What follows belongs to an exercise in optimizing a design on an open flow for small area, a short achievable clock period and few clock cycles per item; a production flow would make more cautious choices. At most, simulation tests tie the RTL to the original design; equivalence was not proved.

## T
==> flow/design.v (excerpt) <==
module chord_mixer (
    input  wire        clk,
    input  wire        rst,
    input  wire        in_valid,
    output wire        in_ready,
    input  wire [1:0]  in_n,
    input  wire [31:0] in_s0,
    input  wire [31:0] in_s1,
    input  wire [31:0] in_s2,
    output wire        out_valid,
    input  wire        out_ready,
    output wire [31:0] out_data
);
For scale: about 3700 cells after synthesis, ~30000 sq um of cells after synthesis.
==> module chord_mixer, before the edit <==
module chord_mixer (
    input  wire        clk,
    input  wire        rst,
    input  wire        in_valid,
    output wire        in_ready,
    input  wire [1:0]  in_n,
    input  wire [31:0] in_s0,
    input  wire [31:0] in_s1,
    input  wire [31:0] in_s2,
    output wire        out_valid,
    input  wire        out_ready,
    output wire [31:0] out_data
);
    reg         v0, v1, v2, v3, v4, v5;
    reg  [1:0]  n0, n1, n2, n3, n4;
    reg  [30:0] x0, x1, x2;          
    reg  [60:0] f1;                  
    reg  [30:0] y1;
    reg  [30:0] s01;                 
    reg  [13:0] o2;
    reg  [30:0] y2;
    reg  [58:0] f3;                  
    reg  [30:0] sum;                 
    reg  [30:0] pre;                 
    reg         rup;
    reg         ov, sv;              
    reg  [30:0] od, sd;
    reg         rdy;                 
    wire        adv = ~sv;           
    wire [7:0]  E0, E1, Ey, Eh, Eh1;
    wire [13:0] o1, o2_up, o2_eq;
    wire [60:0] f1_d;
    wire [58:0] f1s;
    wire [30:0] s01_d;
    wire        up1;
    mix_fadd_e  u_e0 (.e(x0[30:23]), .E(E0));
    mix_fadd_e  u_e1 (.e(x1[30:23]), .E(E1));
    mix_fadd_o  u_o1 (.Ea(E0), .Eb(E1), .o(o1));
    mix_fadd_a3 u_a1 (.a(x0), .b(x1), .o(o1), .g(f1_d));
    mix_fadd_s  u_s1 (.g(f1), .f(f1s));
    mix_fadd_b  u_b1 (.f(f1s), .y(s01_d), .up(up1));
    assign Eh  = f1[57:50];
    assign Eh1 = Eh + 8'd1;
    mix_fadd_e u_ey (.e(y1[30:23]), .E(Ey));
    mix_fadd_o u_o2 (.Ea(Eh1), .Eb(Ey), .o(o2_up));
    mix_fadd_o u_o3 (.Ea(Eh),  .Eb(Ey), .o(o2_eq));
    wire [13:0] o2_d = up1 ? o2_up : o2_eq;
    wire [58:0] f3_d;
    wire [30:0] sum_d;
    wire        up2;
    mix_fadd_a u_a2 (.a(s01), .b(y2), .o(o2), .f(f3_d));
    mix_fadd_b u_b2 (.f(f3), .y(sum_d), .up(up2));
    wire [30:0] pre_d;
    wire        rup_d;
    mix_fdiv    u_d  (.x(sum), .n(n4), .y(pre_d), .rup(rup_d));
    wire [30:0] res = pre + {30'd0, rup};
    wire        pop = ov & out_ready;
    wire        sv_d = adv ? (v5 & ov & ~pop) : (sv & ~pop);
    always @(posedge clk) begin
        if (adv) begin
            x0  <= in_s0[30:0];
            x1  <= in_n[1] ? in_s1[30:0] : 31'd0;
            x2  <= (in_n == 2'd3) ? in_s2[30:0] : 31'd0;
            n0  <= in_n;
            f1  <= f1_d;   y1 <= x2;  n1 <= n0;
            s01 <= s01_d;  o2 <= o2_d;  y2 <= y1;  n2 <= n1;
            f3  <= f3_d;              n3 <= n2;
            sum <= sum_d;             n4 <= n3;
            pre <= pre_d;  rup <= rup_d;
            if (v5 & ov & ~pop)
                sd <= res;
            if (v5 & (~ov | pop))
                od <= res;
        end else if (pop) begin
            od <= sd;
        end
        if (rst) begin
            {v0, v1, v2, v3, v4, v5} <= 6'd0;
            ov  <= 1'b0;
            sv  <= 1'b0;
            rdy <= 1'b1;
        end else begin
            if (adv) begin
                {v0, v1, v2, v3, v4, v5} <= {in_valid, v0, v1, v2, v3, v4};
                ov <= v5 | (ov & ~pop);
            end
            sv  <= sv_d;
            rdy <= ~sv_d;
        end
    end
    assign in_ready  = rdy;
    assign out_valid = ov;
    assign out_data  = {1'b0, od};
endmodule
clock: 14.0 ns
lec_check: 0
abc_area: 1
cap_margin: 20
core_margin: 2
core_utilization: 40
slew_margin: 20
standard.sh (not shown) runs the stock make flow with config.mk's settings and CLKGATE_MAP_FILE= SYNTH_SCRIPT=/design/flow/synth_recipe.tcl, a recipe that flattens the netlist after the stock synthesis.
==> flow/flow/run.sh <==
#!/bin/bash
# Own layout flow: the standard synthesis and layout, with the timing
# repair after placement, clock tree synthesis and global routing aiming for
# more setup slack than the flow settings allow. The clock period and all
# constraints stay those of constraint.sdc. Each step's output goes to a log
# of its own in the work folder (ORFS also keeps its per-step logs under orfs/).
set -euo pipefail
MARGIN=${MARGIN:-9.5}
bash standard.sh synth > synth.log 2>&1
bash standard.sh finish SETUP_SLACK_MARGIN=$MARGIN > layout.log 2>&1
T finished every stage and its layout cleared the timing, DRC and antenna checks.
Testbench counts of T, summed over its fixed seeds: cycles 16,056, items 16,000.
## Diff of input files: S against T
--- a/flow/design.v
+++ b/flow/design.v
@@ -234,43 +234,41 @@
     reg  [1:0]  n0, n1, n2, n3, n4;
     reg  [30:0] x0, x1, x2;          
     reg  [60:0] f1;                  
     reg  [30:0] y1;
     reg  [30:0] s01;                 
-    reg  [13:0] o2;
     reg  [30:0] y2;
-    reg  [58:0] f3;                  
+    reg  [60:0] f3;                  
     reg  [30:0] sum;                 
     reg  [30:0] pre;                 
     reg         rup;
     reg         ov, sv;              
     reg  [30:0] od, sd;
     reg         rdy;                 
     wire        adv = ~sv;           
-    wire [7:0]  E0, E1, Ey, Eh, Eh1;
-    wire [13:0] o1, o2_up, o2_eq;
+    wire [7:0]  E0, E1, E2, E3;
+    wire [13:0] o1, o2;
     wire [60:0] f1_d;
     wire [58:0] f1s;
     wire [30:0] s01_d;
     wire        up1;
     mix_fadd_e  u_e0 (.e(x0[30:23]), .E(E0));
     mix_fadd_e  u_e1 (.e(x1[30:23]), .E(E1));
     mix_fadd_o  u_o1 (.Ea(E0), .Eb(E1), .o(o1));
     mix_fadd_a3 u_a1 (.a(x0), .b(x1), .o(o1), .g(f1_d));
     mix_fadd_s  u_s1 (.g(f1), .f(f1s));
     mix_fadd_b  u_b1 (.f(f1s), .y(s01_d), .up(up1));
-    assign Eh  = f1[57:50];
-    assign Eh1 = Eh + 8'd1;
-    mix_fadd_e u_ey (.e(y1[30:23]), .E(Ey));
-    mix_fadd_o u_o2 (.Ea(Eh1), .Eb(Ey), .o(o2_up));
-    mix_fadd_o u_o3 (.Ea(Eh),  .Eb(Ey), .o(o2_eq));
-    wire [13:0] o2_d = up1 ? o2_up : o2_eq;
-    wire [58:0] f3_d;
+    wire [60:0] f3_d;
+    wire [58:0] f3s;
     wire [30:0] sum_d;
     wire        up2;
-    mix_fadd_a u_a2 (.a(s01), .b(y2), .o(o2), .f(f3_d));
-    mix_fadd_b u_b2 (.f(f3), .y(sum_d), .up(up2));
+    mix_fadd_e  u_e2 (.e(s01[30:23]), .E(E2));
+    mix_fadd_e  u_e3 (.e(y2[30:23]),  .E(E3));
+    mix_fadd_o  u_o2 (.Ea(E2), .Eb(E3), .o(o2));
+    mix_fadd_a3 u_a2 (.a(s01), .b(y2), .o(o2), .g(f3_d));
+    mix_fadd_s  u_s2 (.g(f3), .f(f3s));
+    mix_fadd_b  u_b2 (.f(f3s), .y(sum_d), .up(up2));
     wire [30:0] pre_d;
     wire        rup_d;
     mix_fdiv    u_d  (.x(sum), .n(n4), .y(pre_d), .rup(rup_d));
     wire [30:0] res = pre + {30'd0, rup};
     wire        pop = ov & out_ready;
@@ -280,11 +278,11 @@
             x0  <= in_s0[30:0];
             x1  <= in_n[1] ? in_s1[30:0] : 31'd0;
             x2  <= (in_n == 2'd3) ? in_s2[30:0] : 31'd0;
             n0  <= in_n;
             f1  <= f1_d;   y1 <= x2;  n1 <= n0;
-            s01 <= s01_d;  o2 <= o2_d;  y2 <= y1;  n2 <= n1;
+            s01 <= s01_d;  y2 <= y1;  n2 <= n1;
             f3  <= f3_d;              n3 <= n2;
             sum <= sum_d;             n4 <= n3;
             pre <= pre_d;  rup <= rup_d;
             if (v5 & ov & ~pop)
                 sd <= res;
==> comparison <==
- Going from T to S, clock-buffer cell count now smaller, detailed-routing wirelength on met1 went up, achievable frequency did not really move.
- S reached the end of the flow, and the finished layout is clean on the timing, DRC and antenna checks.
- Summary of S over T: wire length has increased, final worst hold slack was more or less identical, share of the cycle needed by the critical path after routing saw little to no change, final critical-path required period went up 0.012 ns.
- Relative to T, the worst setup slack of S is lower by 0.012 ns.
- Higher adder-cell area share of the yosys netlist goes to T over S.
- Synthesized flop and latch total in S is 12 lower than in T
- Number of enable flip-flop cells after synthesis on S is down relative to T.
For S, only the layout was checked, not whether the RTL still works.

[afterwards: timing with drivers on the ports]
The flow's constraints put no driver on any port. The routed layouts listed below were extracted and timed again, unchanged, in two steps.
Step 1 sets driving cells, clkbuf_16 on the clock port and buf_2 on the other inputs (assumed; they add their load-dependent delay and slew).
Step 2 moves the port delays by t, midway between the first and last clock arrival at a register: inputs arrive t later, outputs are due t later. That takes back most of the time a late clock gives input paths.
Slacks: no drivers / after step 1 / after step 2; pairs: no drivers / after step 1.
run	shift t [ns]	slack for setup (ns)	slew at the worst register clock pin (ns)
T	0.660	9.627 / 9.572 / 9.155	0.07 / 0.07
S	0.653	9.615 / 9.556 / 9.248	0.06 / 0.06
After both steps every run listed still meets setup and hold. For T, which loses most, drivers alone change the setup slack by -0.055 ns; drivers and shift together by -0.472 ns.
